This design comes from an exercise in tuning for small area, a short achievable clock period and few clock cycles on the open sky130 flow, not from production work. At most, simulation tests tie the RTL to the original design; equivalence was not proved. Power is estimated from default activity; no workload was simulated.

## crc8_framer
module crc8_framer (
    input  wire         clk,
    input  wire         rst,
    input  wire         rx_valid,
    input  wire [7:0]   rx_data,
    output wire         rx_ready,
    output wire         tx_valid,
    output wire [7:0]   tx_data,
    input  wire         tx_ready,
    input  wire         cmd_valid,
    output wire         cmd_ready,
    input  wire [7:0]   cmd_code,
    input  wire [7:0]   cmd_arg,
    input  wire [151:0] cmd_pkt,
    output reg          res_valid,
    output reg          res_ok,
    output reg  [31:0]  res_word,
    output reg  [151:0] res_pkt,
    output wire         pkt_avail,
    output wire         q_full
);
    function [7:0] crc8_byte;
        input [7:0] c;
        input [7:0] b;
        integer     i;
        reg   [7:0] t;
        begin
            t = c ^ b;
            for (i = 0; i < 8; i = i + 1)
                t = {t[6:0], 1'b0} ^ (t[7] ? 8'h07 : 8'h00);
            crc8_byte = t;
        end
    endfunction
    function [7:0] crc18;
        input [143:0] p;
        integer       i;
        reg   [7:0]   c;
        begin
            c = 8'h00;
            for (i = 0; i < 18; i = i + 1)
                c = crc8_byte(c, p[i*8 +: 8]);
            crc18 = c;
        end
    endfunction
    function [151:0] ctrl_pkt;
        input [7:0] t;
        reg [143:0] p;
        begin
            p        = {{16{8'hFF}}, t, 8'h10};
            ctrl_pkt = {crc18(p), p};
        end
    endfunction
    localparam [1:0] T_ACK = 2'd0, T_RETX = 2'd1, T_DATA = 2'd2;
    reg         rx_ready_q, cmd_ready_q;
    reg         pkt_avail_q, q_full_q;
    reg  [4:0]  pos;                  
    reg         cmd_turn;             
    reg         rb_v;
    reg  [7:0]  rb_d;
    reg  [18:0] rb_lane;
    reg  [7:0]  rx_crc;               
    reg  [3:0]  rx_type;              
    reg         ty_ack, ty_retx, ty_le12;
    reg         rx_ok;                
    reg  [151:0] stg;                 
  ...
make LEC_CHECK=0 CAP_MARGIN=20 CORE_MARGIN=2 CORE_UTILIZATION=50 SETUP_SLACK_MARGIN=5 SLEW_MARGIN=20 finish   # period 8.0 ns
run.sh (not shown) runs the stock make flow with config.mk's settings and CLKGATE_MAP_FILE= SYNTH_SCRIPT=/design/flow/synth_recipe.tcl, a recipe that flattens the netlist after the stock synthesis.
Testbench counts at the start, summed over its fixed seeds: cycles 9,983.
Change:
--- a/flow/design.v
+++ b/flow/design.v
@@ -93,32 +93,33 @@
     reg         st_pend;
     reg  [4:0]  st_k;
     reg  [2:0]  st_snap;
     reg  [1:0]  fq [0:7];
     reg  [2:0]  f_rd, f_wr;
     reg  [3:0]  f_cnt;
     reg  [3:0]  f_ndata;              
     reg         tx_valid_q;
     reg  [7:0]  tx_data_q;
+    reg  [7:0]  tx_data_o;            
     reg  [4:0]  t_idx;                
     reg  [151:0] dreg;                
     reg  [1:0]  last_tag;
     reg         dt_le12;              
     reg  [3:0]  dt_t;
     reg         last_v;
     reg  [7:0]  crc_acc;
     integer k;
     assign rx_ready  = rx_ready_q;
     assign cmd_ready = cmd_ready_q;
     assign pkt_avail = pkt_avail_q;
     assign q_full    = q_full_q;
     assign tx_valid  = tx_valid_q;
-    assign tx_data   = tx_data_q;
+    assign tx_data   = tx_data_o;
     wire rx_fire  = rx_valid & rx_ready_q;
     wire cmd_fire = cmd_valid & cmd_ready_q;
     wire x_setup  = c_v & cd_setup;
     wire [4:0] pos_e  = x_setup ? 5'd0 : pos;
     wire       pos_18 = (pos_e == 5'd18);
     wire       rx_last = rx_fire & pos_18;           
     wire [4:0] pos_n  = rx_fire ? (pos_18 ? 5'd0 : pos_e + 5'd1) : pos_e;
     reg  [18:0] pos_oh;
     always @(*) begin
@@ -325,18 +326,19 @@
             last_tag <= push_tag;
         end
         e_rxt <= rx_type;
         e_txt <= pt_t;
         if (x_send) begin
             dreg    <= res_pkt;
             dt_le12 <= (res_pkt[15:8] <= 8'd12);
             dt_t    <= res_pkt[11:8];
         end
+        tx_data_o <= tx_go ? b0_go : tx_fire ? nb : tx_data_q;
         if (tx_go) begin
             tx_data_q <= b0_go;
             t_idx     <= 5'd0;
         end else if (tx_fire) begin
             tx_data_q <= nb;
             t_idx     <= t_idx + 5'd1;
         end
     end
     always @(posedge clk) begin
Result: Power hardly moves. Cell area rises by 0.54%. Synthesized area goes up by 0.82%. Core utilization came out lower by 0.38 points. Worst setup slack degrades by 0.034 ns. Wire length goes down by 0.37%. Global-route usage decreases by 0.28 points.
Only the layout flow was run in the second run of this note; the RTL was not checked for function there.

* * *

Another version of the RTL of crc8_framer (not shown whole).
For scale: ~380 I/O pins.
clock: 8.0 ns
lec_check: 0
cap_margin: 20
core_margin: 2
core_utilization: 65
place_density: 0.72
setup_slack_margin: 5
slew_margin: 20
The first run finished but failed the layout checks on antenna violations.
Testbench counts at the start, summed over its fixed seeds: cycles 9,983.
Next try:
--- a/flow/design.v
+++ b/flow/design.v
@@ -89,39 +89,40 @@
     reg         zfq;                  
     reg         st_add;               
     reg  [2:0]  pend [0:27];
     reg  [27:0] zf;                   
     reg         st_pend;
     reg  [4:0]  st_k;
     reg  [2:0]  st_snap;
     reg  [1:0]  fq [0:7];
     reg  [2:0]  f_rd, f_wr;
     reg  [3:0]  f_cnt;
     reg  [3:0]  f_ndata;              
     reg         tx_valid_q;
-    reg  [7:0]  tx_data_q;            
-    reg  [4:0]  t_idx;
+    reg  [7:0]  tx_data_q;
+    reg  [7:0]  tx_data_o;            
+    reg  [4:0]  t_idx;                
     reg  [151:0] dreg;                
     reg  [1:0]  last_tag;
     reg         dt_le12;              
     reg  [3:0]  dt_t;
     reg         last_v;
     reg  [7:0]  crc_acc;
     integer k;
     assign rx_ready  = rx_ready_q;
     assign cmd_ready = cmd_ready_q;
     assign pkt_avail = pkt_avail_q;
     assign q_full    = q_full_q;
     assign tx_valid  = tx_valid_q;
-    assign tx_data   = tx_data_q;
+    assign tx_data   = tx_data_o;
     wire rx_fire  = rx_valid & rx_ready_q;
     wire cmd_fire = cmd_valid & cmd_ready_q;
     wire x_setup  = c_v & cd_setup;
     wire [4:0] pos_e  = x_setup ? 5'd0 : pos;
     wire       pos_18 = (pos_e == 5'd18);
     wire       rx_last = rx_fire & pos_18;           
     wire [4:0] pos_n  = rx_fire ? (pos_18 ? 5'd0 : pos_e + 5'd1) : pos_e;
     reg  [18:0] pos_oh;
     always @(*) begin
         pos_oh = 19'd0;
         pos_oh[pos_e] = 1'b1;
     end
@@ -168,34 +169,32 @@
     wire       tx_end  = tx_fire & (t_idx == 5'd18);
     wire       pop     = tx_end;
     wire [3:0] f_cnt_n = f_cnt + {3'd0, push} - {3'd0, pop};
     wire [3:0] f_ndata_n = f_ndata + {3'd0, push & (push_tag == T_DATA)}
                                    - {3'd0, pop & (htag == T_DATA)};
     wire data_busy_n = (f_ndata_n != 4'd0);
     wire       st_idle = !tx_valid_q;
     wire       st_q    = st_idle ? (f_cnt != 4'd0) : (tx_end & (f_cnt >= 4'd2));
     wire       tx_go   = st_q | ((st_idle | tx_end) & push);
     wire [7:0] b0_push = x_send ? res_pkt[7:0] : (push_tag == T_DATA) ? dreg[7:0] : 8'h10;
     wire [1:0] go_tag  = st_idle ? htag : ntag;
     wire [7:0] b0_go   = !st_q ? b0_push : (go_tag == T_DATA) ? dreg[7:0] : 8'h10;
-    wire [4:0] n_idx = tx_fire ? t_idx + 5'd1 : t_idx;
     reg  [7:0] nb_data;
     always @(*) begin
         nb_data = 8'h00;
-        for (k = 0; k < 19; k = k + 1)
-            nb_data = nb_data | ({8{n_idx == k}} & dreg[k*8 +: 8]);
+        for (k = 0; k < 18; k = k + 1)
+            nb_data = nb_data | ({8{t_idx == k}} & dreg[(k+1)*8 +: 8]);
     end
-    wire [7:0] nb_const = (n_idx == 5'd0)  ? 8'h10 :
-                          (n_idx == 5'd1)  ? ((htag == T_ACK) ? 8'h01 : 8'h02) :
-                          (n_idx == 5'd18) ? ((htag == T_ACK) ? 8'h5A : 8'h48) : 8'hFF;
+    wire [7:0] nb_const = (t_idx == 5'd0)  ? ((htag == T_ACK) ? 8'h01 : 8'h02) :
+                          (t_idx == 5'd17) ? ((htag == T_ACK) ? 8'h5A : 8'h48) : 8'hFF;
     wire [7:0] nb    = (htag == T_DATA) ? nb_data : nb_const;
     reg        e_cor, e_qf, e_rx, e_tx;
     reg  [3:0] e_rxt, e_txt;
     reg [27:0] ev;
     always @(*) begin
         ev = 28'd0;
         if (e_cor) ev[0] = 1'b1;
         if (e_qf)  ev[1] = 1'b1;
         if (e_rx)  ev[5'd15 + e_rxt] = 1'b1;
         if (e_tx)  ev[5'd2 + e_txt] = 1'b1;
     end
     wire [31:0] port_base = zfq ? 32'd0 : cr[27];
@@ -324,29 +323,32 @@
         end
         if (push) begin
             fq[f_wr] <= push_tag;
             last_tag <= push_tag;
         end
         e_rxt <= rx_type;
         e_txt <= pt_t;
         if (x_send) begin
             dreg    <= res_pkt;
             dt_le12 <= (res_pkt[15:8] <= 8'd12);
             dt_t    <= res_pkt[11:8];
         end
-        tx_data_q <= tx_go ? b0_go : nb;
-        if (tx_go)
+        tx_data_o <= tx_go ? b0_go : tx_fire ? nb : tx_data_q;
+        if (tx_go) begin
+            tx_data_q <= b0_go;
             t_idx     <= 5'd0;
-        else if (tx_fire)
+        end else if (tx_fire) begin
+            tx_data_q <= nb;
             t_idx     <= t_idx + 5'd1;
+        end
     end
     always @(posedge clk) begin
         res_valid <= 1'b0;
         if (rst) begin
             rx_ready_q  <= 1'b1;
             cmd_ready_q <= 1'b1;
             pkt_avail_q <= 1'b0;
             q_full_q    <= 1'b0;
             pos      <= 5'd0;
             cmd_turn <= 1'b0;
             rb_v     <= 1'b0;
             fpar     <= 1'b0;
What happened: The changed run finished clean; wire length falls by 2.2%; worst setup slack is worse by 160 ps; register-to-register slack gains 80 ps; clock power barely changes; worst hold slack got worse by 8.2 ps; core utilization went up by 0.22 points; global-route usage fell by 0.97 points; synthesized cell count climbs by 1.4%; total power rises by 2.2%; synthesized area climbs by 0.59%; die area went up by 0.58%; clock skew is higher by 25 ps; combinational power increases by 17%.
For the second run of this note, only the layout was checked, not whether the RTL still works.

-- afterwards: timing with drivers on the ports --
In the flow no input, the clock included, has a driving cell. The finished layouts below were timed again as built, in two steps.
Step 1: set_driving_cell puts a clkbuf_16 on clk and a buf_2 on each other input, an assumption about the parent block.
Step 2 times the ports against the registers' clock, not the clock port: input delays grow and output delays shrink by t, the midpoint of the rising clock arrivals with the driver on.
Three values: ideal ports, drivers, drivers and shift; two values: the first two.
run	shift t [ns]	slack for setup (ns)	clock arrival spread, ns	cell pins on the clock port's net
the first run of note 1	0.951	4.811 / 4.728 / 4.158	0.086 / 0.086	1
the second run of note 1	0.964	4.777 / 4.697 / 4.102	0.076 / 0.076	1
the first run of note 2	0.900	4.961 / 4.904 / 4.004	0.082 / 0.083	1
the second run of note 2	0.924	4.799 / 4.722 / 4.242	0.121 / 0.121	1
The setup slack of the first run of note 2, which loses most, moves by -0.057 ns with the drivers and by -0.957 ns with both steps.
